Context: an optimization exercise on an open-source flow, tuned for small area, a short achievable clock period and few clock cycles per item. The choices shown serve that exercise and are no tape-out recipe. Where RTL was checked, it was by simulation tests only, not by an equivalence proof against the original. The RTL of runs 1 to 4 was laid out without a check of its function. Power is estimated from default activity; no workload was simulated.

==> design/flow/design.v <==
module crc_engine (
    input  wire [7:0]  x,      
    output wire [63:0] t       
);
    localparam [63:0] POLY_R = 64'hC96C5795D7870F42;   
    function [63:0] table_entry(input [7:0] i);
        reg [63:0] c;
        integer k;
        begin
            c = {56'd0, i};
            for (k = 0; k < 8; k = k + 1)
                c = c[0] ? ((c >> 1) ^ POLY_R) : (c >> 1);
            table_entry = c;
        end
    endfunction
    function [63:0] table_lin(input [7:0] i);
        integer k;
        begin
            table_lin = 64'd0;
            for (k = 0; k < 8; k = k + 1)
                if (i[k])
                    table_lin = table_lin ^ table_entry(8'd1 << k);
        end
    endfunction
    assign t = table_lin(x);
endmodule
module crc_core (
    input  wire        clk,
    input  wire        rst,
    input  wire        cmd_valid,
    output wire        cmd_ready,
    input  wire [31:0] cmd_word,
    output reg         resp_valid,
    input  wire        resp_ready,
    output wire [7:0]  resp_status,
    output wire [63:0] resp_data
);
    localparam [7:0] OP_CRC_INIT       = 8'h01;
    localparam [7:0] OP_CRC_UPDATE     = 8'h02;
    localparam [7:0] OP_CRC_READ       = 8'h03;
    localparam [7:0] OP_CRC_TABLE_READ = 8'h04;
    wire [7:0]  op  = cmd_word[7:0];
    wire [7:0]  a   = cmd_word[15:8];
    wire [15:0] off = cmd_word[31:16];
    wire is_init   = (op == OP_CRC_INIT)       && (off == 16'd0) && (a == 8'd0);
    wire is_update = (op == OP_CRC_UPDATE)     && (off == 16'd0);
    wire is_read   = (op == OP_CRC_READ)       && (off == 16'd0) && (a == 8'd0);
    wire is_table  = (op == OP_CRC_TABLE_READ) && (off == 16'd0);
    reg        s_v;
    reg        s_ill, s_upd, s_init, s_rd, s_tbl, s_op1;
    reg [7:0]  s_a;
    reg        h_ill, h_upd, h_init, h_rd, h_tbl;
    reg [7:0]  h_x;
    assign cmd_ready = !s_v;
    wire take   = cmd_valid && !s_v;
    wire pop    = resp_valid && resp_ready;
    wire h_free = pop || !resp_valid;
    reg  [63:0] crc_s;
    wire [63:0] t_val;
    reg  [63:0] crc_n;
    crc_engine u_engine (
        .x (h_x),
        .t (t_val)
    );
    always @(*) begin
        if (rst || (pop && h_init))
            crc_n = 64'hFFFFFFFFFFFFFFFF;
        else if (pop && h_upd)
            crc_n = (crc_s >> 8) ^ t_val;
        else
            crc_n = crc_s;
    end
    always @(posedge clk)
        crc_s <= crc_n;
    wire       n_op1 = s_v ? s_op1 : op[1];
    wire [7:0] n_a   = s_v ? s_a : a;
    always @(posedge clk) begin
        if (rst) begin
            resp_valid <= 1'b0;
            s_v        <= 1'b0;
        end else begin
            if (h_free) begin
                resp_valid <= s_v || take;
                s_v        <= 1'b0;
                if (s_v) begin
                    h_ill  <= s_ill;
                    h_upd  <= s_upd;
                    h_init <= s_init;
                    h_rd   <= s_rd;
                    h_tbl  <= s_tbl;
                end else begin
                    h_ill  <= !(is_init || is_update || is_read || is_table);
                    h_upd  <= is_update;
                    h_init <= is_init;
                    h_rd   <= is_read;
                    h_tbl  <= is_table;
                end
                h_x <= n_a ^ (crc_n[7:0] & {8{n_op1}});
            end else if (take) begin
                s_v    <= 1'b1;
                s_ill  <= !(is_init || is_update || is_read || is_table);
                s_upd  <= is_update;
                s_init <= is_init;
                s_rd   <= is_read;
                s_tbl  <= is_table;
                s_op1  <= op[1];
                s_a    <= a;
            end
        end
    end
    assign resp_status = {7'd0, h_ill};
    assign resp_data   = ({64{h_rd}} & ~crc_s) | ({64{h_tbl}} & t_val);
endmodule
==> design/flow/flow/run.sh <==
#!/bin/bash
set -euo pipefail
export BUFFER_PORTS_ARGS="-buffer_cell sky130_fd_sc_hd__buf_1"
bash standard.sh > standard_make.log 2>&1
==> design/flow/standard.sh <==
#!/bin/bash
# synth_recipe.tcl (not shown) runs the flow's synth.tcl, then flattens the netlist and writes it again
# the make line also repeats each setting of config.mk as NAME=value (left out here)
make -C /OpenROAD-flow-scripts/flow DESIGN_CONFIG=/design/flow/config.mk WORK_HOME=/design/flow/orfs CLKGATE_MAP_FILE= SYNTH_SCRIPT=/design/flow/synth_recipe.tcl "${@:-finish}"
==> design/flow/config.mk <==
export PLATFORM = sky130hd
export DESIGN_NAME = crc_core
export DESIGN_NICKNAME = crc_core
export VERILOG_FILES = /design/flow/design.v
export SDC_FILE = /design/flow/constraint.sdc
export NUM_CORES = 4
export LEC_CHECK = 0
export CAP_MARGIN = 20
export CORE_MARGIN = 2
export CORE_UTILIZATION = 55
export CTS_BUF_LIST = sky130_fd_sc_hd__clkbuf_4 sky130_fd_sc_hd__clkbuf_8
export SETUP_SLACK_MARGIN = 4.5
export SLEW_MARGIN = 20
==> design/flow/constraint.sdc <==
create_clock -name core_clock -period 8.0 [get_ports {clk}]
set_input_delay 1.6000 -clock core_clock [delete_from_list [all_inputs] [get_ports {clk}]]
set_output_delay 1.6000 -clock core_clock [all_outputs]
set_load 0.01 [all_outputs]
==> impl_metrics.env, run 1 <==
export IMPL_drive_above_1_share=0.3613
export IMPL_fin_ws_ns=3.977
export IMPL_fin_skew_ns=0.02178
export IMPL_overflow=0
export IMPL_htree_levels=3
export IMPL_grt_pass1_vias=5148
export IMPL_fin_setup_tns_ns=0
export IMPL_met3_usage=0.06061
export IMPL_hold_buffers=0
export IMPL_start_kind="register"
export IMPL_placed_cell_area_sq_um=6023
export IMPL_fin_cells=955
export IMPL_endpoint_kind="primary output"
export IMPL_final_util=0.8541
export IMPL_cts_tree="built"
export IMPL_yosysWarnings=2
export IMPL_multiInputGateArea_sq_um=4068
export IMPL_die_x_um=105.3
export IMPL_clkLatencyLatePin_ns=0.39
export IMPL_grt_setup_unrepaired="yes"
export IMPL_slew_headroom=0.2940
export IMPL_required_ns=6.40
export IMPL_ys_ff_latch=93
export IMPL_drtPass1Iterations=6
export IMPL_core_sq_um=9864
export IMPL_pwr_density_cell_nw_per_um2=230.2
export IMPL_worst_pin_slew_ns=1.059
export IMPL_timing_hold_ws_ns=0.5044
export IMPL_wl_per_cell_um=24.63
export IMPL_finalMaxSlewViolations=0
export IMPL_ios=110
export IMPL_cp_arrival_ns=2.42
export IMPL_routed_wl_um=23520
export IMPL_crit_fanout=4
export IMPL_clock_path_buffers=2
export IMPL_drc=0
export IMPL_grt_max_degree=103
export IMPL_antennaDiodeCount=0
export IMPL_fp_dieH_um=105.3
export IMPL_area_delta_synth_final_pct=49.21
export IMPL_clk_pin_slew_ns=0.11
export IMPL_synth_edf_count=27
export IMPL_finalHoldViolations=0
export IMPL_p_leak_nw=3.624
export IMPL_fillers=459
export IMPL_drv_cap=0
export IMPL_nets=853
export IMPL_syn_area_sq_um=5647
export IMPL_hp_class="register to register"
export IMPL_track_usage=0.3475
export IMPL_port_buffers=102
export IMPL_synthFlopType="dfxtp_1"
export IMPL_dp_slack_ns=3.965
export IMPL_min_period_ns=4.023
export IMPL_fin_crit_sh=0.5028
export IMPL_synth_avg_cell_area_sq_um=9.303
export IMPL_vias=6047
export IMPL_synthDistinctLibCells=48
export IMPL_peakVddDrop_v=0.0001152
export IMPL_die_area_sq_um=11090
export IMPL_regArea_sq_um=2132
export IMPL_row_count=36
export IMPL_via_per_inst=6.332
export IMPL_met1_usage=0.4684
export IMPL_root_buffer="clkbuf_8"
export IMPL_power_total_mw=1.939
export IMPL_place_inst=803
export IMPL_start_util=0.5724
export IMPL_cts_sinks=93
export IMPL_dr_first_iter_drc_count=819
export IMPL_setup_violations=0
export IMPL_path_class="register to primary output"
export IMPL_max_freq_ghz=0.2486
export IMPL_status="no timing/DRC/antenna violations"
export IMPL_antenna_found_initial=0
export IMPL_cts_buffers=9
export IMPL_use_met2=0.5433
export IMPL_grt_pass1_wl_um=29390
export IMPL_grt_busiest_layer="met2"
export IMPL_gp_congestion=0.8546
export IMPL_ys_seq_area_frac=0.3776
export IMPL_syn_inst=607
export IMPL_antenna_left=0
export IMPL_final_cell_area_sq_um=8426
export IMPL_hpwlAfterDp_um=10310
export IMPL_synth_async_reset_ratio=0
[cells in the final DEF (no fill, tap or decap), drive strengths merged, types with 14 or more instances in the layout]
cell type	n
xnor2	78
o21ai	63
dfxtp	66
nand2	112
o211ai	37
nor2	23
clkbuf	16
a21oi	14
edfxtp	27
xor2	42
buf	242
[state kept, by name, indices dropped and copies added, names as in the netlist]
| signal | flops |
|---|---|
| crc_s | 64 |
| h_ill | 1 |
| h_init | 1 |
| h_rd | 1 |
| h_tbl | 1 |
| h_upd | 1 |
| h_x | 8 |
| resp_valid | 1 |
| s_a | 8 |
| s_ill | 1 |
| s_init | 1 |
| s_op1 | 1 |
| s_rd | 1 |
| s_tbl | 1 |
| s_upd | 1 |
| s_v | 1 |
[worst paths after layout]
check,start,endpoint,depth (start not counted),slack (ns)
max,h_x[0],resp_data[21],8,3.98
min,crc_s[58],crc_s[58],2,0.50
max reg2reg,h_x[2],h_x[5],11,5.47
min reg2reg,crc_s[58],crc_s[58],2,0.50
[synthesized netlist by cell type (6+ instances only)]
| cell | n | area [sq um] |
|---|---|---|
| nand2_1 | 112 | 420.4 |
| xnor2_1 | 71 | 621.9 |
| dfxtp_1 | 66 | 1321 |
| o21ai_0 | 58 | 290.3 |
| xor2_1 | 37 | 324.1 |
| o211ai_1 | 35 | 262.8 |
| clkbuf_1 | 30 | 112.6 |
| edfxtp_1 | 27 | 810.8 |
| nor2_1 | 23 | 86.33 |
| a21oi_1 | 14 | 70.07 |
| o22ai_1 | 13 | 81.33 |
| buf_4 | 12 | 90.09 |
| xnor3_1 | 11 | 247.7 |
| mux2i_1 | 8 | 80.08 |
| nand3_1 | 8 | 40.04 |
| nand2b_1 | 7 | 43.79 |
| nor3_1 | 6 | 30.03 |
[power breakdown]
| group | switching [mW] | total (mW) | internal, mW | leakage, nW |
|---|---|---|---|---|
| sequential | 0.0214 | 0.526 | 0.504 | 0.785 |
| clock | 0.185 | 0.325 | 0.140 | 0.101 |
| combinational | 0.531 | 1.09 | 0.558 | 2.74 |
[cell families after synthesis]
kind of cell | Yosys count | synth area share
AO/OA/AOI/OAI | 138 | 0.1500
multiplexers | 11 | 0.02016
buffers and inverters | 55 | 0.05118
other | 1 | 0.0006641
XOR/XNOR | 135 | 0.2690
AND/OR/NAND/NOR | 174 | 0.1314
flip-flops | 93 | 0.3776
[routing by layer]
| layer | wire length [um] | share of wire | vias up |
|---|---|---|---|
| met5 | 0 | 0 | - |
| met4 | 1885 | 0.080 | 0 |
| met3 | 2613 | 0.11 | 164 |
| met2 | 10630 | 0.45 | 544 |
| met1 | 8396 | 0.36 | 2857 |
| li1 | - | - | 2482 |
[worst max-delay path, cell delays in order (launching register included)]
cell	delay, ns
edfxtp_1	0.50
buf_6	0.17
buf_4	0.15
xor2_4	0.25
buf_12	0.15
xnor2_4	0.09
or2_2	0.30
o21ai_0	0.17
clkbuf_2	0.24
[area by class of cell]
class	count	share of cell area
tap	133	0.01975
multi-input combinational	465	0.4828
timing repair buffer	244	0.2204
clock inverter	2	0.001188
clock buffer	14	0.02064
sequential	93	0.2530
inverter	4	0.002228
[what timing repair did]
item | 4_1_cts | 5_1_grt
gates resized for setup | 133 | 77
pin swaps | 33 | 29
buffers inserted | 86 | 50
setup endpoints to repair | 64 | 61
==> inputs of run 2 (changes only) <==
--- a/design/flow/config.mk
+++ b/design/flow/config.mk
@@ -10,4 +10,4 @@
 export CORE_UTILIZATION = 55
 export CTS_BUF_LIST = sky130_fd_sc_hd__clkbuf_4 sky130_fd_sc_hd__clkbuf_8
-export SETUP_SLACK_MARGIN = 4.5
+export SETUP_SLACK_MARGIN = 4.0
 export SLEW_MARGIN = 20
==> impl_metrics.env, run 2 <==
export IMPL_status="no timing/DRC/antenna violations"
export IMPL_port_buffers=102
export IMPL_yosysWarnings=2
export IMPL_hold_path_end="crc_s[12]"
export IMPL_p_seq_frac=0.331
export IMPL_ios=110
export IMPL_overflow=0
export IMPL_drc=0
export IMPL_drtPass1Iterations=5
export IMPL_timing_hold_ws_ns=0.5078
export IMPL_grt_pass1_wl_um=25010
export IMPL_vias=4909
export IMPL_placed_cell_area_sq_um=6025
export IMPL_finalHoldViolations=0
export IMPL_nets=763
export IMPL_top_register="crc_s"
export IMPL_fin_setup_tns_ns=0
export IMPL_die_area_sq_um=11090
export IMPL_ys_ff_latch=93
export IMPL_worst_pin_slew_ns=1.004
export IMPL_ys_seq_area_frac=0.3776
export IMPL_max_freq_ghz=0.2502
export IMPL_row_count=36
export IMPL_top_regs="crc_s (64), h_x (8), s_a (8)"
export IMPL_core_sq_um=9864
export IMPL_p_leak_nw=2.713
export IMPL_hpwlAfterDp_um=10520
export IMPL_cts_buffers=9
export IMPL_drive_above_1_share=0.1544
export IMPL_required_ns=6.40
export IMPL_largest_reg_flops=64
export IMPL_dr_first_iter_drc_count=308
export IMPL_synthTopCellsByCount="112 x nand2_1, 71 x xnor2_1, 66 x dfxtp_1, 58 x o21ai_0, 37 x xor2_1"
export IMPL_gp_congestion=0.8699
export IMPL_fin_skew_ns=0.01473
export IMPL_clock_path_buffers=2
export IMPL_p_clk_frac=0.252
export IMPL_slew_headroom=0.3305
export IMPL_synth_largest_area_cell="dfxtp_1"
export IMPL_path_class="register to primary output"
export IMPL_fin_cells=865
export IMPL_yosysTopAreaCellShare=0.2340
export IMPL_finalMaxSlewViolations=0
export IMPL_p_sw_frac=0.3563
export IMPL_place_inst=803
export IMPL_internal_power_mw=1.013
export IMPL_antenna_left=0
export IMPL_syn_inst=607
export IMPL_clkLatencyLatePin_ns=0.39
export IMPL_hp_class="register to register"
export IMPL_synth_avg_cell_area_sq_um=9.303
export IMPL_power_frac_comb=0.417
export IMPL_crit_fanout=5
export IMPL_yosysMostFrequentCell="nand2_1"
export IMPL_antennaDiodeCount=0
export IMPL_synth_edf_count=27
export IMPL_track_usage=0.2912
export IMPL_final_cell_area_sq_um=6863
export IMPL_synth_async_reset_ratio=0
export IMPL_pwr_density_cell_nw_per_um2=229.4
export IMPL_routed_wl_um=16420
export IMPL_dp_slack_ns=3.996
export IMPL_cp_arrival_ns=2.40
export IMPL_fp_dieH_um=105.3
export IMPL_synthDistinctLibCells=48
export IMPL_reg2reg_to="h_x[6]"
export IMPL_fin_ws_ns=4.004
export IMPL_via_per_inst=5.675
export IMPL_p_switching_uw=560.9
export IMPL_wl_per_cell_um=18.98
export IMPL_root_buffer="clkbuf_8"
export IMPL_htree_levels=3
export IMPL_reg2reg_from="h_x[0]"
export IMPL_start_util=0.5724
export IMPL_synthFlopType="dfxtp_1"
export IMPL_syn_area_sq_um=5647
export IMPL_start_kind="register"
export IMPL_min_period_ns=3.996
export IMPL_die_x_um=105.3
export IMPL_area_delta_synth_final_pct=21.54
export IMPL_fin_crit_sh=0.4996
export IMPL_power_total_mw=1.574
export IMPL_antenna_found_initial=0
export IMPL_peakVddDrop_v=0.00009833
export IMPL_cts_tree="built"
export IMPL_setup_violations=0
export IMPL_r2r_worst_path_cells=8
export IMPL_grt_max_degree=103
export IMPL_hold_depth=2
export IMPL_endpoint_kind="primary output"
export IMPL_final_cell_mix="112 x nand2_1, 100 x buf_1, 66 x dfxtp_1, 61 x xnor2_1, 58 x o21ai_0"
export IMPL_hp_start="crc_s[12]"
export IMPL_cts_sinks=93
export IMPL_rrSetupSlack_ns=5.62
export IMPL_final_common_cell="nand2_1"
export IMPL_hold_buffers=0
export IMPL_synth_area_leaders="dfxtp_1 23%, edfxtp_1 14%, xnor2_1 11%"
export IMPL_grt_setup_unrepaired="no"
export IMPL_final_util=0.6957
export IMPL_clk_pin_slew_ns=0.10
export IMPL_grt_pass1_vias=4559
export IMPL_drv_cap=0
==> run 2: cell counts after synthesis <==
Identical to the previous run, type by type.
==> run 2: worst max path at each step <==
stage | start | to | cells after the start
finish | h_x[0] | resp_data[25] | 8
global route | h_x[0] | resp_data[56] | 7
CTS | h_x[0] | resp_data[61] | 7
detailed placement | h_x[4] | resp_data[16] | 6
global placement | h_x[4] | resp_data[9] | 6
floorplan | resp_ready | s_a[0] | 2
==> run 2: kinds of logic after synthesis <==
logic type             synth area share
XOR/XNOR                         0.2690
AND/OR/NAND/NOR                  0.1314
multiplexers                    0.02016
other                         0.0006641
AO/OA/AOI/OAI                    0.1500
flip-flops                       0.3776
buffers and inverters           0.05118
==> run 2: power by group through the flow <==
stage	clock network, mW	logic, mW	registers, mW
final	0.397	0.656	0.522
after global routing	0.415	0.703	0.524
after CTS	0.395	0.605	0.523
after detailed placement	0	0.534	0.551
after global placement	0	0.531	0.550
after floorplan	0	0.425	0.525
==> run 2: layout make-up <==
cell class | count | area, sq um
clock buffer | 10 | 137.6
clock inverter | 6 | 110.1
sequential | 93 | 2132
tap | 133 | 166.4
timing repair buffer | 154 | 825.8
fill | 770 | 3002
multi-input combinational | 465 | 3472
inverter | 4 | 18.77
==> run 2: routing by layer <==
layer | up-vias | global-route usage | share of wire
met5 | - | 0 | 0
met4 | 0 | 0.09524 | 0.012
met3 | 13 | 0.03587 | 0.067
met2 | 213 | 0.4493 | 0.47
met1 | 2367 | 0.4247 | 0.45
li1 | 2316 | - | -
==> run 2: worst max-delay path, cell delays in order, from the launching register on <==
cell and delay (ns):
edfxtp_1 0.40, buf_4 0.20, buf_4 0.19, xnor2_4 0.28, xnor3_2 0.36, xnor2_2 0.22
nand2_1 0.07, o21ai_0 0.11, buf_2 0.17
==> run 2: timing repair <==
item	4_1_cts	5_1_grt
resized for setup	10	16
buffers inserted	34	12
setup endpoints to repair	34	24
pin swaps	2	5
==> inputs of run 3 (changes only) <==
--- a/design/flow/config.mk
+++ b/design/flow/config.mk
@@ -10,4 +10,3 @@
 export CORE_UTILIZATION = 55
 export CTS_BUF_LIST = sky130_fd_sc_hd__clkbuf_4 sky130_fd_sc_hd__clkbuf_8
-export SETUP_SLACK_MARGIN = 4.0
 export SLEW_MARGIN = 20
==> impl_metrics.env, run 3 <==
export IMPL_synth_edf_count=27
export IMPL_area_delta_synth_final_pct=11.08
export IMPL_final_common_cell="nand2_1"
export IMPL_ios=110
export IMPL_row_count=36
export IMPL_crit_path_cell_trace="xor2_1 -> xnor2_1 -> xnor2_1 -> nand2_1 -> o21ai_0 -> buf_1"
export IMPL_synthFlopType="dfxtp_1"
export IMPL_syn_area_sq_um=5647
export IMPL_crit_path_top_delay_cell="edfxtp_1"
export IMPL_cts_sinks=93
export IMPL_htree_levels=3
export IMPL_final_cell_mix="112 x nand2_1, 102 x buf_1, 71 x xnor2_1, 66 x dfxtp_1, 58 x o21ai_0"
export IMPL_synth_largest_area_cell="dfxtp_1"
export IMPL_grt_pass1_vias=4356
export IMPL_setup_violations=0
export IMPL_grt_setup_unrepaired="no"
export IMPL_postCtsSetupBuffers=0
export IMPL_slowest_delay_ns=0.84
export IMPL_start_util=0.5724
export IMPL_slew_headroom=0.3331
export IMPL_crit_top_cell="xnor2_1"
export IMPL_nets=717
export IMPL_hp_class="register to register"
export IMPL_fin_cells=819
export IMPL_yosysTopAreaCellShare=0.2340
export IMPL_dp_slack_ns=3.996
export IMPL_hpwlAfterDp_um=10520
export IMPL_clkLatencyLatePin_ns=0.38
export IMPL_synth_area_leaders="dfxtp_1 23%, edfxtp_1 14%, xnor2_1 11%"
export IMPL_p_leak_nw=2.398
export IMPL_final_cell_area_sq_um=6272
export IMPL_root_buffer="clkbuf_8"
export IMPL_yosysWarnings=2
export IMPL_drc=0
export IMPL_top_register="crc_s"
export IMPL_clock_path_buffers=2
export IMPL_max_freq_ghz=0.2252
export IMPL_path_class="register to primary output"
export IMPL_track_usage=0.2764
export IMPL_synthDistinctLibCells=48
export IMPL_multiInputGateArea_sq_um=3283
export IMPL_place_inst=803
export IMPL_crit_fanout=11
export IMPL_cts_tree="built"
export IMPL_grt_pass1_wl_um=23780
export IMPL_die_area_sq_um=11090
export IMPL_syn_inst=607
export IMPL_fp_dieH_um=105.3
export IMPL_cts_buffers=9
export IMPL_dr_first_iter_drc_count=290
export IMPL_min_period_ns=4.441
export IMPL_fillers=856
export IMPL_ys_ff_latch=93
export IMPL_antenna_found_initial=0
export IMPL_hold_buffers=0
export IMPL_fin_skew_ns=0.01044
export IMPL_antenna_left=0
export IMPL_endpoint_kind="primary output"
export IMPL_status="no timing/DRC/antenna violations"
export IMPL_start_kind="register"
export IMPL_crit_buf_inv=1
export IMPL_vias=4595
export IMPL_routed_wl_um=14950
export IMPL_antennaDiodeCount=0
export IMPL_core_sq_um=9864
export IMPL_synthTopCellsByCount="112 x nand2_1, 71 x xnor2_1, 66 x dfxtp_1, 58 x o21ai_0, 37 x xor2_1"
export IMPL_finalMaxSlewViolations=0
export IMPL_die_x_um=105.3
export IMPL_regArea_sq_um=2132
export IMPL_drv_cap=0
export IMPL_finalHoldViolations=0
export IMPL_wl_per_cell_um=18.26
export IMPL_via_per_inst=5.611
export IMPL_yosysMostFrequentCell="nand2_1"
export IMPL_worst_pin_slew_ns=1.000
export IMPL_grt_max_degree=103
export IMPL_fin_setup_tns_ns=0
export IMPL_cp_top_family="XOR/XNOR gates"
export IMPL_cp_arrival_ns=2.84
export IMPL_cts_resized=0
export IMPL_overflow=0
export IMPL_fin_ws_ns=3.559
export IMPL_fin_crit_sh=0.5551
export IMPL_port_buffers=102
export IMPL_drtPass1Iterations=5
export IMPL_pwr_density_cell_nw_per_um2=234.4
export IMPL_required_ns=6.40
export IMPL_synth_async_reset_ratio=0
export IMPL_largest_reg_flops=64
export IMPL_clk_pin_slew_ns=0.09
export IMPL_peakVddDrop_v=0.00009466
export IMPL_synth_avg_cell_area_sq_um=9.303
export IMPL_ys_seq_area_frac=0.3776
export IMPL_gp_congestion=0.8699
export IMPL_top_regs="crc_s (64), h_x (8), s_a (8)"
export IMPL_drive_above_1_share=0.07289
export IMPL_power_total_mw=1.470
export IMPL_placed_cell_area_sq_um=6025
-- run 3: changes by cell type in the layout (fill, tap and decap cells not counted), moves of 2 or more --
cell | before | now
xnor2_1 | 61 | 71
buf_12 | 4 | 0
buf_1 | 100 | 102
xnor2_4 | 6 | 2
xor2_4 | 5 | 1
buf_4 | 48 | 6
xor2_1 | 34 | 37
xnor2_2 | 11 | 5
-- run 3: layout make-up --
class                   count  area share
clock inverters             6     0.01755
multi-input cells         465      0.5234
repair buffers            108     0.06822
flip-flops and latches     93      0.3399
inverters                   4    0.002394
well taps                 133     0.02653
clock buffers              10     0.02194
-- run 3: worst paths after layout --
| path | end | cells past startpoint | from | slack [ns] |
|---|---|---|---|---|
| worst max-delay path | resp_data[16] | 6 | h_x[4] | 3.56 |
| worst min-delay path | crc_s[62] | 2 | crc_s[62] | 0.51 |
| worst max register to register | h_x[5] | 5 | h_x[6] | 5.35 |
| worst min register to register | crc_s[62] | 2 | crc_s[62] | 0.51 |
-- run 3: cells by family after synthesis --
family / share of synthesized area
muxes: 0.02016
xor gates and xnor gates: 0.2690
buffers and inverters: 0.05118
other: 0.0006641
and+or+nand+nor: 0.1314
AOI/OAI and AO/OA: 0.1500
DFF: 0.3776
-- run 3: worst register-to-register path, delay by kind of cell (launching register included) --
kind,cells,cell delay (ns)
xor+xnor,3,1.19
compound gates,1,0.16
simple gates,1,0.08
flops,1,0.97
-- run 3: metal layers --
metal	global-route usage	part of all wire
met2	0.4161	0.45
met1	0.4082	0.47
met5	0	0
met3	0.03587	0.063
met4	0.09619	0.016
-- run 3: stage by stage --
stage / hold WS (ns) / util
global route: 0.5315 / 0.6358
floorplan: 0.4594 / -
finish: 0.5080 / 0.6358
detailed placement: 0.4888 / 0.6107
CTS: 0.5075 / 0.6358
global placement: 0.4762 / 0.6106
-- run 3: power breakdown --
| group | switching (mW) | total (mW) | leakage, nW | internal [mW] |
|---|---|---|---|---|
| Combinational | 0.307 | 0.537 | 1.49 | 0.230 |
| Clock | 0.178 | 0.393 | 0.120 | 0.216 |
| Sequential | 0.0362 | 0.540 | 0.785 | 0.504 |
==> inputs of run 4 (changes only) <==
--- a/design/flow/design.v
+++ b/design/flow/design.v
@@ -1,27 +1,121 @@
+module crc_xor2 (input wire a, input wire b, output wire y);
+    assign y = a ^ b;
+endmodule
 module crc_engine (
     input  wire [7:0]  x,      
     output wire [63:0] t       
 );
-    localparam [63:0] POLY_R = 64'hC96C5795D7870F42;   
-    function [63:0] table_entry(input [7:0] i);
-        reg [63:0] c;
-        integer k;
-        begin
-            c = {56'd0, i};
-            for (k = 0; k < 8; k = k + 1)
-                c = c[0] ? ((c >> 1) ^ POLY_R) : (c >> 1);
-            table_entry = c;
-        end
-    endfunction
-    function [63:0] table_lin(input [7:0] i);
-        integer k;
-        begin
-            table_lin = 64'd0;
-            for (k = 0; k < 8; k = k + 1)
-                if (i[k])
-                    table_lin = table_lin ^ table_entry(8'd1 << k);
-        end
-    endfunction
-    assign t = table_lin(x);
+    wire p8;
+    crc_xor2 g8 (.a(x[2]), .b(x[3]), .y(p8));
+    wire p9;
+    crc_xor2 g9 (.a(x[0]), .b(x[7]), .y(p9));
+    wire p10;
+    crc_xor2 g10 (.a(x[4]), .b(x[6]), .y(p10));
+    wire p11;
+    crc_xor2 g11 (.a(x[1]), .b(x[5]), .y(p11));
+    wire p12;
+    crc_xor2 g12 (.a(p8), .b(p9), .y(p12));
+    wire p13;
+    crc_xor2 g13 (.a(x[6]), .b(p11), .y(p13));
+    wire p14;
+    crc_xor2 g14 (.a(x[7]), .b(p8), .y(p14));
+    wire p15;
+    crc_xor2 g15 (.a(x[2]), .b(p9), .y(p15));
+    wire p16;
+    crc_xor2 g16 (.a(x[4]), .b(x[5]), .y(p16));
+    wire p17;
+    crc_xor2 g17 (.a(x[0]), .b(p8), .y(p17));
+    wire p18;
+    crc_xor2 g18 (.a(x[1]), .b(x[3]), .y(p18));
+    wire p19;
+    crc_xor2 g19 (.a(x[5]), .b(p10), .y(p19));
+    wire p20;
+    crc_xor2 g20 (.a(x[5]), .b(x[6]), .y(p20));
+    wire p21;
+    crc_xor2 g21 (.a(x[4]), .b(p9), .y(p21));
+    wire p22;
+    crc_xor2 g22 (.a(x[1]), .b(p10), .y(p22));
+    wire p23;
+    crc_xor2 g23 (.a(x[0]), .b(p16), .y(p23));
+    wire p24;
+    crc_xor2 g24 (.a(x[1]), .b(x[6]), .y(p24));
+    wire p25;
+    crc_xor2 g25 (.a(x[2]), .b(x[7]), .y(p25));
+    wire p26;
+    crc_xor2 g26 (.a(x[0]), .b(x[3]), .y(p26));
+    wire p27;
+    crc_xor2 g27 (.a(x[3]), .b(p9), .y(p27));
+    wire p28;
+    crc_xor2 g28 (.a(p10), .b(p11), .y(p28));
+    wire q0;
+    crc_xor2 r0 (.a(x[0]), .b(x[2]), .y(q0));
+    crc_xor2 o0 (.a(q0), .b(p22), .y(t[0]));
+    crc_xor2 o1 (.a(p11), .b(p12), .y(t[1]));
+    assign t[2] = p26;
+    wire q1;
+    crc_xor2 r1 (.a(x[0]), .b(x[1]), .y(q1));
+    crc_xor2 o3 (.a(x[4]), .b(q1), .y(t[3]));
+    crc_xor2 o4 (.a(x[2]), .b(p11), .y(t[4]));
+    crc_xor2 o5 (.a(x[6]), .b(p17), .y(t[5]));
+    crc_xor2 o6 (.a(p18), .b(p21), .y(t[6]));
+    assign t[7] = p20;
+    crc_xor2 o8 (.a(x[6]), .b(p9), .y(t[8]));
+    crc_xor2 o9 (.a(p10), .b(p15), .y(t[9]));
+    crc_xor2 o10 (.a(p12), .b(p19), .y(t[10]));
+    crc_xor2 o11 (.a(x[5]), .b(p12), .y(t[11]));
+    assign t[12] = p17;
+    crc_xor2 o13 (.a(x[4]), .b(p18), .y(t[13]));
+    crc_xor2 o14 (.a(x[2]), .b(p23), .y(t[14]));
+    crc_xor2 o15 (.a(x[3]), .b(p13), .y(t[15]));
+    crc_xor2 o16 (.a(p10), .b(p15), .y(t[16]));
+    crc_xor2 o17 (.a(p12), .b(p19), .y(t[17]));
+    crc_xor2 o18 (.a(x[5]), .b(p12), .y(t[18]));
+    assign t[19] = p8;
+    crc_xor2 o20 (.a(x[3]), .b(x[4]), .y(t[20]));
+    assign t[21] = p23;
+    assign t[22] = p13;
+    crc_xor2 o23 (.a(x[6]), .b(p15), .y(t[23]));
+    crc_xor2 o24 (.a(p10), .b(p12), .y(t[24]));
+    crc_xor2 o25 (.a(p20), .b(p12), .y(t[25]));
+    assign t[26] = p14;
+    crc_xor2 o27 (.a(p24), .b(p8), .y(t[27]));
+    crc_xor2 o28 (.a(x[4]), .b(p14), .y(t[28]));
+    crc_xor2 o29 (.a(p8), .b(p13), .y(t[29]));
+    crc_xor2 o30 (.a(p10), .b(p14), .y(t[30]));
+    crc_xor2 o31 (.a(p13), .b(p14), .y(t[31]));
+    crc_xor2 o32 (.a(x[7]), .b(p18), .y(t[32]));
+    crc_xor2 o33 (.a(x[0]), .b(p24), .y(t[33]));
+    crc_xor2 o34 (.a(x[1]), .b(p15), .y(t[34]));
+    crc_xor2 o35 (.a(p10), .b(p26), .y(t[35]));
+    crc_xor2 o36 (.a(p11), .b(p21), .y(t[36]));
+    assign t[37] = p23;
+    assign t[38] = p13;
+    crc_xor2 o39 (.a(x[6]), .b(p15), .y(t[39]));
+    crc_xor2 o40 (.a(p10), .b(p14), .y(t[40]));
+    crc_xor2 o41 (.a(p13), .b(p14), .y(t[41]));
+    crc_xor2 o42 (.a(p18), .b(p9), .y(t[42]));
+    crc_xor2 o43 (.a(x[0]), .b(x[6]), .y(t[43]));
+    crc_xor2 o44 (.a(x[1]), .b(x[7]), .y(t[44]));
+    assign t[45] = p22;
+    crc_xor2 o46 (.a(x[5]), .b(p15), .y(t[46]));
+    crc_xor2 o47 (.a(x[4]), .b(p8), .y(t[47]));
+    crc_xor2 o48 (.a(x[3]), .b(p16), .y(t[48]));
+    crc_xor2 o49 (.a(x[0]), .b(p19), .y(t[49]));
+    crc_xor2 o50 (.a(p9), .b(p13), .y(t[50]));
+    assign t[51] = p21;
+    crc_xor2 o52 (.a(x[2]), .b(p19), .y(t[52]));
+    crc_xor2 o53 (.a(p20), .b(p27), .y(t[53]));
+    assign t[54] = p25;
+    crc_xor2 o55 (.a(p8), .b(p22), .y(t[55]));
+    crc_xor2 o56 (.a(p16), .b(p12), .y(t[56]));
+    crc_xor2 o57 (.a(x[5]), .b(p17), .y(t[57]));
+    crc_xor2 o58 (.a(p10), .b(p18), .y(t[58]));
+    crc_xor2 o59 (.a(p16), .b(p25), .y(t[59]));
+    wire q2;
+    crc_xor2 r2 (.a(x[4]), .b(p11), .y(q2));
+    crc_xor2 o60 (.a(p17), .b(q2), .y(t[60]));
+    crc_xor2 o61 (.a(p17), .b(p28), .y(t[61]));
+    crc_xor2 o62 (.a(p14), .b(p28), .y(t[62]));
+    crc_xor2 o63 (.a(p11), .b(p27), .y(t[63]));
 endmodule
 module crc_core (
--- a/design/flow/config.mk
+++ b/design/flow/config.mk
@@ -10,3 +10,6 @@
 export CORE_UTILIZATION = 55
 export CTS_BUF_LIST = sky130_fd_sc_hd__clkbuf_4 sky130_fd_sc_hd__clkbuf_8
+export SETUP_SLACK_MARGIN = 4
 export SLEW_MARGIN = 20
+export SYNTH_HIERARCHICAL = 1
+export SYNTH_MINIMUM_KEEP_SIZE = 0
==> impl_metrics.env, run 4 <==
export IMPL_finalMaxSlewViolations=0
export IMPL_crit_path_cell_trace="buf_4 -> xor2_4 -> buf_6 -> xor2_4 -> xor2_1 -> nand2_1 -> o21ai_0 -> buf_1"
export IMPL_cts_tree="built"
export IMPL_rrSetupSlack_ns=5.51
export IMPL_routed_wl_um=14690
export IMPL_synth_mux_area_frac=0.01893
export IMPL_synth_edf_count=27
export IMPL_port_buffers=102
export IMPL_vias=4695
export IMPL_start_kind="register"
export IMPL_cts_buffers=9
export IMPL_dr_first_iter_drc_count=334
export IMPL_required_ns=6.40
export IMPL_hold_buffers=0
export IMPL_fin_crit_sh=0.4949
export IMPL_min_period_ns=3.959
export IMPL_root_buffer="clkbuf_8"
export IMPL_hp_class="register to register"
export IMPL_synth_largest_area_cell="dfxtp_1"
export IMPL_synthTopCellsByCount="150 x nand2_1, 84 x xor2_1, 66 x dfxtp_1, 64 x o21ai_0, 56 x xnor2_1"
export IMPL_cp_arrival_ns=2.36
export IMPL_nets=764
export IMPL_via_per_inst=5.421
export IMPL_synth_top_family_by_area="XOR/XNOR gates"
export IMPL_grt_pass1_wl_um=22070
export IMPL_start_util=0.5582
export IMPL_antennaDiodeCount=0
export IMPL_track_usage=0.2770
export IMPL_fin_setup_tns_ns=0
export IMPL_final_cell_mix="150 x nand2_1, 102 x buf_1, 66 x dfxtp_1, 64 x o21ai_0, 64 x xor2_1"
export IMPL_largest_reg_flops=64
export IMPL_gp_congestion=0.8336
export IMPL_p_leak_nw=2.578
export IMPL_synthAdderAreaFrac=0
export IMPL_peakVddDrop_v=0.0001179
export IMPL_antenna_left=0
export IMPL_power_total_mw=1.468
export IMPL_die_area_sq_um=10540
export IMPL_synth_area_leaders="dfxtp_1 25%, edfxtp_1 15%, xor2_1 14%"
export IMPL_setup_violations=0
export IMPL_slew_headroom=0.3706
export IMPL_pwr_density_cell_nw_per_um2=225.1
export IMPL_max_freq_ghz=0.2526
export IMPL_crit_top_cell="xor2_4"
export IMPL_fin_ws_ns=4.041
export IMPL_yosysTopAreaCellShare=0.2467
export IMPL_synthDistinctLibCells=33
export IMPL_crit_fanout=5
export IMPL_synth_compound_area_frac=0.1477
export IMPL_yosysMostFrequentCell="nand2_1"
export IMPL_synth_avg_cell_area_sq_um=8.610
export IMPL_htree_levels=3
export IMPL_worst_pin_slew_ns=0.9441
export IMPL_clock_path_buffers=2
export IMPL_die_x_um=102.7
export IMPL_cp_top_family="XOR/XNOR gates"
export IMPL_top_regs="crc_s (64), h_x (8), s_a (8)"
export IMPL_yosysWarnings=7
export IMPL_wl_per_cell_um=16.97
export IMPL_ios=110
export IMPL_syn_inst=622
export IMPL_row_count=36
export IMPL_antenna_found_initial=0
export IMPL_grt_pass1_vias=4172
export IMPL_fp_dieH_um=102.7
export IMPL_endpoint_kind="primary output"
export IMPL_grt_max_degree=79
export IMPL_core_sq_um=9594
export IMPL_ys_seq_area_frac=0.3981
export IMPL_drive_above_1_share=0.1187
export IMPL_final_util=0.6800
export IMPL_hpwlAfterDp_um=9683
export IMPL_clk_pin_slew_ns=0.09
export IMPL_grt_setup_unrepaired="yes"
export IMPL_synthFlopType="dfxtp_1"
export IMPL_crit_buf_inv=3
export IMPL_drv_cap=0
export IMPL_drc=0
export IMPL_status="no timing/DRC/antenna violations"
export IMPL_dp_slack_ns=3.373
export IMPL_clkLatencyLatePin_ns=0.37
export IMPL_crit_path_top_delay_cell="edfxtp_1"
export IMPL_yosys_area_share_xor_xnor=0.2290
export IMPL_cts_sinks=93
export IMPL_fin_skew_ns=0.01316
export IMPL_synth_simple_gate_area_frac=0.1481
export IMPL_ys_ff_latch=93
export IMPL_area_delta_synth_final_pct=21.82
export IMPL_overflow=0
export IMPL_finalHoldViolations=0
export IMPL_timing_hold_ws_ns=0.4970
export IMPL_final_common_cell="nand2_1"
export IMPL_slowest_delay_ns=0.42
export IMPL_drtPass1Iterations=4
export IMPL_synth_async_reset_ratio=0
export IMPL_top_register="crc_s"
export IMPL_path_class="register to primary output"
export IMPL_syn_area_sq_um=5355
run 4: changes by cell type after synthesis, sizes merged, moves of 10 or more:
cell | before | now
a21oi | 14 | 1
buf | 21 | 31
o211ai | 37 | 48
xnor2 | 78 | 56
xnor3 | 12 | 0
nor2 | 23 | 7
xor2 | 42 | 84
o22ai | 13 | 0
nand2 | 112 | 150
run 4: worst paths after layout:
path | startpoint | to | depth (start not counted)
worst max register to register | h_x[7] | h_x[1] | 9
worst min register to register | crc_s[3] | crc_s[3] | 2
worst max-delay path | h_x[4] | resp_data[52] | 8
worst min-delay path | crc_s[3] | crc_s[3] | 2
run 4: worst register-to-register path: stages, from the launching register on:
cell and delay (ns):
edfxtp_1 0.48, xor2_4 0.31, buf_12 0.15, xor2_4 0.24
buf_6 0.20, xor2_1 0.24, xor2_1 0.20, nand2_1 0.10
a31oi_1 0.25, xnor2_1 0.10
run 4: per-stage QoR:
step	area [sq um]	instances
after global placement	5724	815
after global routing	6524	866
after CTS	6292	851
final	6524	866
after detailed placement	5732	816
after floorplan	5378	628
run 4: where the power goes:
| group | internal, mW | total, mW | switching [mW] |
|---|---|---|---|
| clock | 0.154 | 0.324 | 0.170 |
| sequential | 0.504 | 0.522 | 0.0185 |
| combinational | 0.253 | 0.622 | 0.370 |
| total | 0.911 | 1.47 | 0.558 |
run 4: timing repair:
action	in CTS	in global routing
endpoints found under the setup margin	49	30
gates resized for setup	24	11
pin swaps	3	4
setup buffers	19	15
run 4: logic make-up after synthesis:
| kind of cell | Yosys count |
|---|---|
| simple gates | 192 |
| xor+xnor | 140 |
| compound gates | 127 |
| flops | 93 |
| buf+inv | 59 |
| mux | 10 |
| other cells | 1 |
run 4: layout make-up:
| type | instances | area, sq um |
|---|---|---|
| multi-input combinational | 476 | 3268 |
| fill | 805 | 3070 |
| sequential | 93 | 2132 |
| timing repair buffer | 145 | 750.7 |
| tap | 133 | 166.4 |
| clock buffer | 12 | 146.4 |
| clock inverter | 4 | 48.80 |
| inverter | 3 | 11.26 |
run 4: per-module statistics from Yosys, one instance, submodules excluded:
module      copies in the design  cell area [sq um]  cells
crc_core                       1               4599    534
crc_engine                     1              90.09     12
crc_xor2                      76              8.758      1
run 4: layer usage:
layer  share of wire  track usage  vias up  routed length, um
met1            0.42       0.3758     2239               6221
met5               0            0        -                  0
met2            0.51       0.4625      157               7512
li1                -            -     2285                  -
met3           0.051      0.04136       14                748
met4           0.014      0.07795        0                210
==> inputs of run 5 (changes only) <==
--- a/design/flow/design.v
+++ b/design/flow/design.v
@@ -128,5 +128,5 @@
     input  wire        resp_ready,
     output wire [7:0]  resp_status,
-    output wire [63:0] resp_data
+    output reg  [63:0] resp_data
 );
     localparam [7:0] OP_CRC_INIT       = 8'h01;
@@ -141,67 +141,55 @@
     wire is_read   = (op == OP_CRC_READ)       && (off == 16'd0) && (a == 8'd0);
     wire is_table  = (op == OP_CRC_TABLE_READ) && (off == 16'd0);
-    reg        s_v;
-    reg        s_ill, s_upd, s_init, s_rd, s_tbl, s_op1;
-    reg [7:0]  s_a;
-    reg        h_ill, h_upd, h_init, h_rd, h_tbl;
-    reg [7:0]  h_x;
+    wire [11:0] in_e = {is_update, is_init, is_read, is_table, a};
+    reg        h_v, s_v;
+    reg [11:0] h_e, s_e;
     assign cmd_ready = !s_v;
-    wire take   = cmd_valid && !s_v;
-    wire pop    = resp_valid && resp_ready;
-    wire h_free = pop || !resp_valid;
+    wire take  = cmd_valid && !s_v;
+    wire adv   = h_v && (!resp_valid || resp_ready);    
+    wire h_free = adv || !h_v;
+    always @(posedge clk) begin
+        if (rst) begin
+            h_v <= 1'b0;
+            s_v <= 1'b0;
+        end else begin
+            if (h_free) begin
+                h_v <= s_v || take;
+                h_e <= s_v ? s_e : in_e;
+                s_v <= 1'b0;
+            end else if (take) begin
+                s_v <= 1'b1;
+                s_e <= in_e;
+            end
+        end
+    end
+    wire       e_upd  = h_e[11];
+    wire       e_init = h_e[10];
+    wire       e_read = h_e[9];
+    wire       e_tbl  = h_e[8];
+    wire [7:0] e_a    = h_e[7:0];
     reg  [63:0] crc_s;
     wire [63:0] t_val;
-    reg  [63:0] crc_n;
     crc_engine u_engine (
-        .x (h_x),
+        .x (e_a ^ (crc_s[7:0] & {8{e_upd}})),
         .t (t_val)
     );
-    always @(*) begin
-        if (rst || (pop && h_init))
-            crc_n = 64'hFFFFFFFFFFFFFFFF;
-        else if (pop && h_upd)
-            crc_n = (crc_s >> 8) ^ t_val;
-        else
-            crc_n = crc_s;
+    always @(posedge clk) begin
+        if (rst || (adv && e_init))
+            crc_s <= 64'hFFFFFFFFFFFFFFFF;
+        else if (adv && e_upd)
+            crc_s <= (crc_s >> 8) ^ t_val;
     end
-    always @(posedge clk)
-        crc_s <= crc_n;
-    wire       n_op1 = s_v ? s_op1 : op[1];
-    wire [7:0] n_a   = s_v ? s_a : a;
+    reg st_ill;
+    assign resp_status = {7'd0, st_ill};
     always @(posedge clk) begin
         if (rst) begin
             resp_valid <= 1'b0;
-            s_v        <= 1'b0;
-        end else begin
-            if (h_free) begin
-                resp_valid <= s_v || take;
-                s_v        <= 1'b0;
-                if (s_v) begin
-                    h_ill  <= s_ill;
-                    h_upd  <= s_upd;
-                    h_init <= s_init;
-                    h_rd   <= s_rd;
-                    h_tbl  <= s_tbl;
-                end else begin
-                    h_ill  <= !(is_init || is_update || is_read || is_table);
-                    h_upd  <= is_update;
-                    h_init <= is_init;
-                    h_rd   <= is_read;
-                    h_tbl  <= is_table;
-                end
-                h_x <= n_a ^ (crc_n[7:0] & {8{n_op1}});
-            end else if (take) begin
-                s_v    <= 1'b1;
-                s_ill  <= !(is_init || is_update || is_read || is_table);
-                s_upd  <= is_update;
-                s_init <= is_init;
-                s_rd   <= is_read;
-                s_tbl  <= is_table;
-                s_op1  <= op[1];
-                s_a    <= a;
-            end
+        end else if (adv) begin
+            resp_valid <= 1'b1;
+            st_ill     <= !(e_upd || e_init || e_read || e_tbl);
+            resp_data  <= ({64{e_read}} & ~crc_s) | ({64{e_tbl}} & t_val);
+        end else if (resp_ready) begin
+            resp_valid <= 1'b0;
         end
     end
-    assign resp_status = {7'd0, h_ill};
-    assign resp_data   = ({64{h_rd}} & ~crc_s) | ({64{h_tbl}} & t_val);
 endmodule
--- a/design/flow/config.mk
+++ b/design/flow/config.mk
@@ -6,9 +6,10 @@
 export NUM_CORES = 4
 export LEC_CHECK = 0
+export ABC_AREA = 1
 export CAP_MARGIN = 20
 export CORE_MARGIN = 2
 export CORE_UTILIZATION = 55
 export CTS_BUF_LIST = sky130_fd_sc_hd__clkbuf_4 sky130_fd_sc_hd__clkbuf_8
-export SETUP_SLACK_MARGIN = 4
+export SETUP_SLACK_MARGIN = 5
 export SLEW_MARGIN = 20
 export SYNTH_HIERARCHICAL = 1
==> impl_metrics.env, run 5 <==
export IMPL_drtPass1Iterations=5
export IMPL_final_cell_mix="395 x nand2_1, 177 x inv_1, 102 x buf_1, 89 x edfxtp_1, 74 x o21ai_0"
export IMPL_max_freq_ghz=0.3448
export IMPL_slowest_delay_ns=0.49
export IMPL_crit_fanout=34
export IMPL_start_kind="input port"
export IMPL_fin_cells=1334
export IMPL_hp_class="register to register"
export IMPL_synth_async_reset_ratio=0
export IMPL_synthAdderAreaFrac=0
export IMPL_synth_compound_area_frac=0.1263
export IMPL_cp_arrival_ns=3.00
export IMPL_hp_start="crc_s[63]"
export IMPL_fin_crit_sh=0.3625
export IMPL_path_class="input port to register"
export IMPL_syn_area_sq_um=8518
export IMPL_yosysMostFrequentCell="nand2_1"
export IMPL_nets=1169
export IMPL_reg2reg_from="h_e[11]"
export IMPL_synth_simple_gate_area_frac=0.2087
export IMPL_synthFlopType="edfxtp_1"
export IMPL_antenna_left=0
export IMPL_placed_cell_area_sq_um=8874
export IMPL_port_buffers=102
export IMPL_htree_levels=4
export IMPL_place_inst=1296
export IMPL_antenna_found_initial=0
export IMPL_drc=0
export IMPL_wl_per_cell_um=13.95
export IMPL_gp_congestion=0.7715
export IMPL_startpoint="resp_ready"
export IMPL_grt_setup_unrepaired="no"
export IMPL_clock_path_buffers=2
export IMPL_finalMaxSlewViolations=0
export IMPL_worst_pin_slew_ns=0.9513
export IMPL_final_cell_area_sq_um=9398
export IMPL_fillers=1371
export IMPL_ys_seq_area_frac=0.4712
export IMPL_area_delta_synth_final_pct=10.33
export IMPL_drive_above_1_share=0.1091
export IMPL_die_x_um=128.5
export IMPL_min_period_ns=2.900
export IMPL_peakVddDrop_v=0.00009630
export IMPL_overflow=0
export IMPL_endpoint_kind="register"
export IMPL_cts_tree="built"
export IMPL_synth_largest_area_cell="edfxtp_1"
export IMPL_drv_cap=0
export IMPL_synth_area_leaders="edfxtp_1 31%, nand2_1 18%, dfxtp_1 16%"
export IMPL_yosys_area_share_xor_xnor=0.06580
export IMPL_pwr_density_cell_nw_per_um2=208.5
export IMPL_antennaDiodeCount=0
export IMPL_core_sq_um=15150
export IMPL_die_area_sq_um=16500
export IMPL_synthDistinctLibCells=24
export IMPL_synth_avg_cell_area_sq_um=8.151
export IMPL_setup_violations=0
export IMPL_synthTopCellsByCount="401 x nand2_1, 177 x inv_1, 89 x edfxtp_1, 74 x o21ai_0, 67 x dfxtp_1"
export IMPL_cp_top_family="buffers and inverters"
export IMPL_fin_setup_tns_ns=0
export IMPL_top_regs="crc_s (64), resp_data (64)"
export IMPL_hold_buffers=0
export IMPL_row_count=45
export IMPL_grt_max_degree=79
export IMPL_fp_dieH_um=128.5
export IMPL_root_buffer="clkbuf_8"
export IMPL_via_per_inst=4.874
export IMPL_start_util=0.5624
export IMPL_cts_sinks=156
export IMPL_finalHoldViolations=0
export IMPL_routed_wl_um=18610
export IMPL_crit_buf_inv=3
export IMPL_ys_ff_latch=156
export IMPL_crit_path_top_delay_cell="buf_4"
export IMPL_vias=6502
export IMPL_power_total_mw=1.959
export IMPL_fin_skew_ns=0.01006
export IMPL_clkLatencyLatePin_ns=0.45
export IMPL_synth_mux_area_frac=0
export IMPL_syn_inst=1045
export IMPL_track_usage=0.2388
export IMPL_ios=110
export IMPL_yosysWarnings=7
export IMPL_grt_pass1_vias=5897
export IMPL_synth_edf_count=89
export IMPL_status="no timing/DRC/antenna violations"
export IMPL_final_common_cell="nand2_1"
export IMPL_yosysTopAreaCellShare=0.3137
export IMPL_slew_headroom=0.3635
export IMPL_clk_pin_slew_ns=0.08
export IMPL_cts_buffers=17
export IMPL_crit_path_cell_trace="buf_1 -> inv_12 -> nand2_4 -> nand2_4 -> nor2_4 -> buf_4"
export IMPL_hpwlAfterDp_um=11940
export IMPL_required_ns=8.10
export IMPL_synth_top_family_by_area="simple AND/OR/NAND/NOR gates"
export IMPL_grt_pass1_wl_um=30420
export IMPL_p_leak_nw=4.546
export IMPL_crit_top_cell="nand2_4"
export IMPL_dr_first_iter_drc_count=476
## run 5: cell count changes in the layout (fill, tap and decap cells not counted), sizes merged, moves of 6 or more
cell    previous run  this run
nand2            150       411
inv                3       184
xor2              84         0
edfxtp            27        89
buf              145       117
nor2               7        23
o21ai             64        74
a31oi              9         0
mux2i              9         0
clkinv             1         9
o211ai            48        56
xnor2             56        64
clkbuf            12        18
## run 5: routing by layer
metal | part of all wire | vias to the layer above | global-route usage
met5 | 0 | - | 0
met4 | 0.018 | 0 | 0.08403
met3 | 0.039 | 24 | 0.03701
met2 | 0.47 | 141 | 0.3933
met1 | 0.47 | 2930 | 0.3227
li1 | - | 3407 | -
## run 5: through the flow
| stage | setup slack, ns | util | hold WS [ns] |
|---|---|---|---|
| CTS | 4.996 | 0.6159 | 0.5204 |
| floorplan | 4.873 | - | 0.4657 |
| detailed placement | 4.230 | 0.5859 | 0.4987 |
| finish | 5.100 | 0.6205 | 0.5177 |
| global route | 5.005 | 0.6205 | 0.5446 |
| global placement | 4.285 | 0.5859 | 0.4864 |
## run 5: timing repair
item / CTS / global route
pin swaps: 2 / 0
buffers inserted: 3 / 1
gates resized for setup: 8 / 7
gates cloned: 1 / 0
endpoints found under the setup margin: 108 / 80
## run 5: worst paths after layout
path,slack [ns],end,cells after the start
worst max-delay path,5.10,resp_data[25],6
worst min-delay path,0.52,crc_s[63],2
worst max register to register,5.28,resp_data[25],14
worst min register to register,0.52,crc_s[63],2
## run 5: per-module statistics from Yosys (local to each module, per instance)
module | copies in the design | flops+latches
crc_core | 1 | 156
crc_engine | 1 | 0
crc_xor2 | 76 | 0
## run 5: report_power, final
group	internal, mW	leakage (nW)	switching [mW]	total (mW)
Sequential	0.885	1.40	0.0209	0.906
Combinational	0.158	2.95	0.314	0.471
Clock	0.286	0.195	0.296	0.582
Total	1.33	4.55	0.631	1.96
## run 5: logic make-up (layout without fill, tap and decap cells)
kind of cell              Yosys count  after routing
buffers and inverters             237            331
xor gates and xnor gates           64             64
and+or+nand+nor                   456            457
other                               1              7
AOI/OAI and AO/OA                 131            131
DFF                               156            156
## run 5: layout make-up
type	count	area (sq um)	area share
Timing Repair Buffer	117	528.0	0.05618
Sequential cell	156	4018	0.4275
Clock buffer	18	247.7	0.02636
Inverter	182	700.7	0.07456
Tap cell	188	235.2	0.02503
Clock inverter	14	142.6	0.01518
Multi-Input combinational cell	659	3526	0.3752
## run 5: tightest hold or removal path: cells and delay by family, from the launching register on
kind          cells  cell delay (ns)
simple gates      2             0.14
flops             1             0.33
Testbench counts of run 5, summed over its fixed seeds: cycles 9,227, commands 9,211.
==> inputs of run 6 (changes only) <==
==> design/flow/flow/run.sh (replaced) <==
#!/bin/bash
set -euo pipefail
export BUFFER_PORTS_ARGS="-buffer_cell sky130_fd_sc_hd__buf_1"
export SETUP_SLACK_MARGIN=5.5
bash standard.sh > standard_make.log 2>&1
--- a/design/flow/config.mk
+++ b/design/flow/config.mk
@@ -6,10 +6,8 @@
 export NUM_CORES = 4
 export LEC_CHECK = 0
-export ABC_AREA = 1
 export CAP_MARGIN = 20
 export CORE_MARGIN = 2
 export CORE_UTILIZATION = 55
 export CTS_BUF_LIST = sky130_fd_sc_hd__clkbuf_4 sky130_fd_sc_hd__clkbuf_8
-export SETUP_SLACK_MARGIN = 5
 export SLEW_MARGIN = 20
 export SYNTH_HIERARCHICAL = 1
==> impl_metrics.env, run 6 <==
export IMPL_finalHoldViolations=0
export IMPL_synth_largest_area_cell="edfxtp_1"
export IMPL_clk_pin_slew_ns=0.08
export IMPL_crit_path_top_delay_cell="edfxtp_1"
export IMPL_start_util=0.5683
export IMPL_placed_cell_area_sq_um=7913
export IMPL_yosysTopAreaCellShare=0.3697
export IMPL_dp_slack_ns=4.718
export IMPL_path_class="register to primary output"
export IMPL_root_buffer="clkbuf_8"
export IMPL_antennaDiodeCount=0
export IMPL_p_seq_frac=0.403
export IMPL_setup_violations=0
export IMPL_antenna_found_initial=0
export IMPL_fin_setup_tns_ns=0
export IMPL_crit_path_cell_trace="clkbuf_2"
export IMPL_synth_avg_cell_area_sq_um=10.62
export IMPL_status="no timing/DRC/antenna violations"
export IMPL_grt_max_degree=121
export IMPL_min_period_ns=2.619
export IMPL_slowest_delay_ns=0.41
export IMPL_synthAdderAreaFrac=0
export IMPL_hp_class="register to register"
export IMPL_reg2reg_to="resp_data[52]"
export IMPL_peakVddDrop_v=0.0001214
export IMPL_grt_setup_unrepaired="yes"
export IMPL_synth_async_reset_ratio=0
export IMPL_drv_cap=0
export IMPL_fin_crit_sh=0.3274
export IMPL_power_total_mw=2.278
export IMPL_crit_fanout=1
export IMPL_required_ns=6.40
export IMPL_synth_top_family_by_area="XOR/XNOR gates"
export IMPL_htree_levels=4
export IMPL_synthTopCellsByCount="150 x nand2_1, 89 x edfxtp_1, 76 x xor2_1, 67 x dfxtp_1"
export IMPL_cts_sinks=156
export IMPL_slew_headroom=0.3212
export IMPL_clkLatencyLatePin_ns=0.46
export IMPL_grt_pass1_vias=5161
export IMPL_syn_inst=681
export IMPL_synth_compound_area_frac=0.1109
export IMPL_max_freq_ghz=0.3818
export IMPL_cts_tree="built"
export IMPL_ys_seq_area_frac=0.5552
export IMPL_port_buffers=102
export IMPL_reg2reg_from="h_e[11]"
export IMPL_fp_dieH_um=118.7
export IMPL_fillers=940
export IMPL_via_per_inst=5.495
export IMPL_vias=5457
export IMPL_cp_arrival_ns=1.02
export IMPL_final_common_cell="nand2_1"
export IMPL_hpwlAfterDp_um=10960
export IMPL_yosysMostFrequentCell="nand2_1"
export IMPL_die_area_sq_um=14080
export IMPL_top_regs="crc_s (64), resp_data (64)"
export IMPL_finalMaxSlewViolations=0
export IMPL_worst_pin_slew_ns=1.018
export IMPL_crit_buf_inv=1
export IMPL_final_cell_mix="150 x nand2_1, 89 x edfxtp_1, 65 x dfxtp_1, 64 x o21ai_0"
export IMPL_track_usage=0.2558
export IMPL_synth_simple_gate_area_frac=0.1059
export IMPL_p_clk_frac=0.290
export IMPL_timing_hold_ws_ns=0.5008
export IMPL_antenna_left=0
export IMPL_nets=844
export IMPL_rrSetupSlack_ns=5.58
export IMPL_drive_above_1_share=0.2521
export IMPL_power_frac_comb=0.307
export IMPL_pwr_density_cell_nw_per_um2=245.1
export IMPL_grt_pass1_wl_um=27700
export IMPL_drc=0
export IMPL_hold_buffers=0
export IMPL_p_switching_uw=694.5
export IMPL_die_x_um=118.7
export IMPL_synth_edf_count=89
export IMPL_final_cell_area_sq_um=9294
export IMPL_hp_start="crc_s[56]"
export IMPL_core_sq_um=12720
export IMPL_ios=110
export IMPL_internal_power_mw=1.583
export IMPL_p_leak_nw=3.706
export IMPL_fin_ws_ns=5.381
export IMPL_row_count=41
export IMPL_endpoint_kind="primary output"
export IMPL_hold_path_end="crc_s[56]"
export IMPL_synthFlopType="edfxtp_1"
export IMPL_hold_depth=2
export IMPL_syn_area_sq_um=7229
export IMPL_ys_ff_latch=156
export IMPL_dr_first_iter_drc_count=555
export IMPL_gp_congestion=0.7871
export IMPL_overflow=0
export IMPL_fin_skew_ns=0.008057
export IMPL_area_delta_synth_final_pct=28.56
export IMPL_synthDistinctLibCells=31
export IMPL_synth_area_leaders="edfxtp_1 37%, dfxtp_1 19%, xor2_1 9.2%"
export IMPL_wl_per_cell_um=17.72
export IMPL_clock_path_buffers=2
export IMPL_synth_mux_area_frac=0.01402
export IMPL_r2r_worst_path_cells=10
export IMPL_p_sw_frac=0.3049
export IMPL_yosysWarnings=7
export IMPL_drtPass1Iterations=5
export IMPL_routed_wl_um=17590
export IMPL_start_kind="register"
export IMPL_cts_buffers=17
export IMPL_yosys_area_share_xor_xnor=0.1696
export IMPL_cp_top_family="flip-flops"
## run 6: cell count changes in the layout (fill, tap and decap cells not counted), moves of 51 or more
cell / delta
buf_1: -55
nand2_1: -245
xor2_1: +51
clkbuf_2: +52
o211ai_1: +56
o211ai_2: -56
inv_1: -176
## run 6: worst max-delay path by stage
| stage | start | slack, ns | endpoint | cells after the start |
|---|---|---|---|---|
| 5_1_grt | resp_data[57] | 5.32 | resp_data[57] | 1 |
| 3_5_place_dp | resp_ready | 4.72 | crc_s[39] | 5 |
| 6_report | resp_data[57] | 5.38 | resp_data[57] | 1 |
| 4_1_cts | resp_data[57] | 5.34 | resp_data[57] | 1 |
| 2_1_floorplan | resp_ready | 4.23 | resp_data[0] | 2 |
| 3_3_place_gp | cmd_word[16] | 4.78 | h_e[10] | 5 |
## run 6: cells by family (layout without fill, tap and decap cells)
family / after synthesis / count (layout)
simple gates: 188 / 188
flops: 156 / 156
xor+xnor: 140 / 140
compound gates: 126 / 126
buf+inv: 61 / 195
mux: 9 / 9
other cells: 1 / 7
## run 6: power groups by stage
stage | Combinational [mW] | Clock [mW] | Sequential [mW]
2_1_floorplan | 0.430 | 0 | 0.939
3_3_place_gp | 0.533 | 0 | 0.937
3_5_place_dp | 0.536 | 0 | 0.938
4_1_cts | 0.632 | 0.670 | 0.919
5_1_grt | 0.756 | 0.703 | 0.922
6_report | 0.699 | 0.660 | 0.918
## run 6: worst min-delay path, delay by kind of cell (launching register included)
kind,cells,cell delay [ns]
AND/OR/NAND/NOR,2,0.12
flip-flops,1,0.34
## run 6: area by class of cell
type,count,area (sq um),share of cell area
repair buffers,160,1056,0.1136
flip-flops and latches,156,4021,0.4327
well taps,172,215.2,0.02316
inverters,3,13.76,0.001481
multi-input cells,470,3537,0.3806
clock buffers,26,314.1,0.03379
clock inverters,6,136.4,0.01467
## run 6: metrics by stage
stage,util,std cells
after floorplan,-,687
after global placement,0.6220,907
after detailed placement,0.6220,907
after CTS,0.7038,979
after global routing,0.7305,993
final,0.7305,993
## run 6: Yosys stat by module, one instance, submodules excluded
module | flip-flops and latches | cells | copies in the design
crc_core | 156 | 593 | 1
crc_engine | 0 | 12 | 1
crc_xor2 | 0 | 1 | 76
## run 6: timing repair
| item | CTS | global route |
|---|---|---|
| gates resized for setup | 32 | 78 |
| buffers inserted | 40 | 14 |
| endpoints found under the hold margin | 0 | 0 |
| cloned | 0 | 0 |
| pin swaps | 16 | 13 |
| setup endpoints to repair | 276 | 194 |
## run 6: metal layers
layer | GRT usage | up-vias | routed length (um)
li1 | - | 2567 | -
met1 | 0.3454 | 2614 | 7467
met2 | 0.4041 | 235 | 8531
met3 | 0.05116 | 41 | 1138
met4 | 0.1049 | 0 | 455
met5 | 0 | - | 0
==> inputs of run 7 (changes only) <==
==> design/flow/flow/run.sh (replaced) <==
#!/bin/bash
set -euo pipefail
export BUFFER_PORTS_ARGS="-buffer_cell sky130_fd_sc_hd__buf_1"
export SETUP_SLACK_MARGIN=5.2
bash standard.sh > standard_make.log 2>&1
==> impl_metrics.env, run 7 <==
export IMPL_hp_class="register to register"
export IMPL_die_area_sq_um=14080
export IMPL_peakVddDrop_v=0.0001170
export IMPL_timing_hold_ws_ns=0.4973
export IMPL_yosysWarnings=7
export IMPL_root_buffer="clkbuf_8"
export IMPL_die_x_um=118.7
export IMPL_antennaDiodeCount=0
export IMPL_synthTopCellsByCount="150 x nand2_1, 89 x edfxtp_1, 76 x xor2_1, 67 x dfxtp_1"
export IMPL_fin_setup_tns_ns=0
export IMPL_top_layer="met4"
export IMPL_gp_congestion=0.8106
export IMPL_hold_buffers=0
export IMPL_area_delta_synth_final_pct=19.59
export IMPL_clk_pin_slew_ns=0.08
export IMPL_finalMaxSlewViolations=0
export IMPL_start_kind="input port"
export IMPL_routed_wl_um=16710
export IMPL_rrSetupSlack_ns=5.29
export IMPL_grt_pass1_wl_um=26100
export IMPL_nets=815
export IMPL_drv_cap=0
export IMPL_syn_inst=681
export IMPL_grt_max_degree=121
export IMPL_synth_area_leaders="edfxtp_1 37%, dfxtp_1 19%, xor2_1 9.2%"
export IMPL_final_common_cell="nand2_1"
export IMPL_reg2reg_from="h_e[11]"
export IMPL_p_switching_uw=652.7
export IMPL_syn_area_sq_um=7229
export IMPL_vias=5247
export IMPL_fp_dieH_um=118.7
export IMPL_antenna_left=0
export IMPL_clock_path_buffers=2
export IMPL_setup_violations=0
export IMPL_dr_first_iter_drc_count=429
export IMPL_synth_async_reset_ratio=0
export IMPL_p_leak_nw=3.283
export IMPL_via_per_inst=5.443
export IMPL_start_util=0.5683
export IMPL_status="no timing/DRC/antenna violations"
export IMPL_cts_tree="built"
export IMPL_endpoint_kind="register"
export IMPL_row_count=41
export IMPL_synth_largest_area_cell="edfxtp_1"
export IMPL_required_ns=8.29
export IMPL_antenna_found_initial=0
export IMPL_ios=110
export IMPL_yosysTopAreaCellShare=0.3697
export IMPL_synthFlopType="edfxtp_1"
export IMPL_finalHoldViolations=0
export IMPL_max_freq_ghz=0.3674
export IMPL_overflow=0
export IMPL_r2r_worst_path_cells=9
export IMPL_synth_edf_count=89
export IMPL_fillers=991
export IMPL_startpoint="resp_ready"
export IMPL_wl_per_cell_um=17.34
export IMPL_wl_met3_um=787
export IMPL_drc=0
export IMPL_port_buffers=102
export IMPL_cp_arrival_ns=3.01
export IMPL_yosysMostFrequentCell="nand2_1"
export IMPL_path_class="input port to register"
export IMPL_grt_pass1_vias=4784
export IMPL_hpwlAfterDp_um=10680
export IMPL_min_period_ns=2.722
export IMPL_slew_headroom=0.3159
export IMPL_crit_fanout=64
export IMPL_final_cell_mix="150 x nand2_1, 102 x buf_1, 89 x edfxtp_1, 66 x dfxtp_1, 64 x o21ai_0"
export IMPL_grt_setup_unrepaired="no"
export IMPL_top_regs="crc_s (64), resp_data (64)"
export IMPL_ys_seq_area_frac=0.5552
export IMPL_internal_power_mw=1.494
export IMPL_power_total_mw=2.147
export IMPL_track_usage=0.2429
export IMPL_cp_endpoint="crc_s[8]"
export IMPL_wl_met2_um=7938
export IMPL_worst_pin_slew_ns=1.025
export IMPL_drt_met1_wl_um=7658
export IMPL_synth_avg_cell_area_sq_um=10.62
export IMPL_p_sw_frac=0.3040
export IMPL_drtPass1Iterations=5
export IMPL_drive_above_1_share=0.1288
export IMPL_cts_sinks=156
export IMPL_synthDistinctLibCells=31
export IMPL_ys_ff_latch=156
export IMPL_core_sq_um=12720
export IMPL_fin_skew_ns=0.01052
export IMPL_cts_buffers=17
export IMPL_reg2reg_to="crc_s[11]"
export IMPL_clkLatencyLatePin_ns=0.45
export IMPL_p_seq_frac=0.428
export IMPL_power_frac_comb=0.274
export IMPL_p_clk_frac=0.298
export IMPL_htree_levels=4
export IMPL_pwr_density_cell_nw_per_um2=248.3
export IMPL_fin_crit_sh=0.3402
-- run 7: metal layers --
layer / global-route usage / vias to the layer above
met4: 0.09003 / 0
li1: - / 2512
met2: 0.3754 / 173
met1: 0.3351 / 2537
met5: 0 / -
met3: 0.05550 / 25
-- run 7: per-stage QoR --
stage | area [sq um] | instances | setup WS (ns) | util
after floorplan | 7402 | 687 | 4.233 | -
after global placement | 7760 | 908 | 4.506 | 0.6100
after detailed placement | 7760 | 908 | 4.470 | 0.6100
after CTS | 8534 | 953 | 5.131 | 0.6708
after global routing | 8646 | 964 | 5.198 | 0.6796
final | 8646 | 964 | 5.278 | 0.6796
-- run 7: layout make-up --
type                       instances  area [sq um]  share of cell area
sequential                       156          4018              0.4647
tap                              172         215.2             0.02489
timing repair buffer             131         629.4             0.07279
multi-input combinational        470          3339              0.3863
inverter                           3         11.26            0.001302
clock buffer                      24         292.8             0.03386
clock inverter                     8         140.1             0.01621
-- run 7: modules after synthesis (local to each module, per instance) --
module | flip-flops and latches | copies in the design
crc_core | 156 | 1
crc_xor2 | 0 | 76
crc_engine | 0 | 1
-- run 7: power by group through the flow --
| stage | logic, mW | registers [mW] | clock network (mW) |
|---|---|---|---|
| after floorplan | 0.413 | 0.937 | 0 |
| after CTS | 0.565 | 0.919 | 0.654 |
| after global placement | 0.519 | 0.936 | 0 |
| final | 0.588 | 0.919 | 0.640 |
| after global routing | 0.637 | 0.922 | 0.684 |
| after detailed placement | 0.521 | 0.936 | 0 |
-- run 7: worst min path at each step --
| stage | startpoint | to | slack [ns] | cells past startpoint |
|---|---|---|---|---|
| after floorplan | crc_s[56] | crc_s[56] | 0.47 | 2 |
| after global placement | crc_s[63] | crc_s[63] | 0.48 | 2 |
| after detailed placement | crc_s[61] | crc_s[61] | 0.49 | 2 |
| after CTS | crc_s[60] | crc_s[60] | 0.50 | 2 |
| after global routing | crc_s[60] | crc_s[60] | 0.51 | 2 |
| final | crc_s[60] | crc_s[60] | 0.50 | 2 |
-- run 7: kinds of logic (layout without fill, tap and decap cells) --
logic type	count (synthesis)	after routing	share of synthesized area
AO/OA/AOI/OAI	126	126	0.1109
XOR/XNOR	140	140	0.1696
buffers and inverters	61	166	0.04379
flip-flops	156	156	0.5552
multiplexers	9	9	0.01402
other	1	7	0.0005187
AND/OR/NAND/NOR	188	188	0.1059
-- run 7: worst max-delay path: stages --
cell and delay (ns):
buf_1 0.10, nand2b_1 0.25, a31oi_4 0.21, buf_4 0.58, o211ai_1 0.20
-- run 7: what timing repair did --
action	CTS	global route
pin swaps	8	3
setup endpoints to repair	107	63
setup buffers	13	11
gates resized for setup	27	1

Check on run 7: ideal ports give 5.278 ns setup slack; a clkbuf_16 on the clock port and buf_2 on the inputs give 5.291 ns; moving port delays by the midpoint clock arrival (0.485 ns) as well gives 4.808 ns.
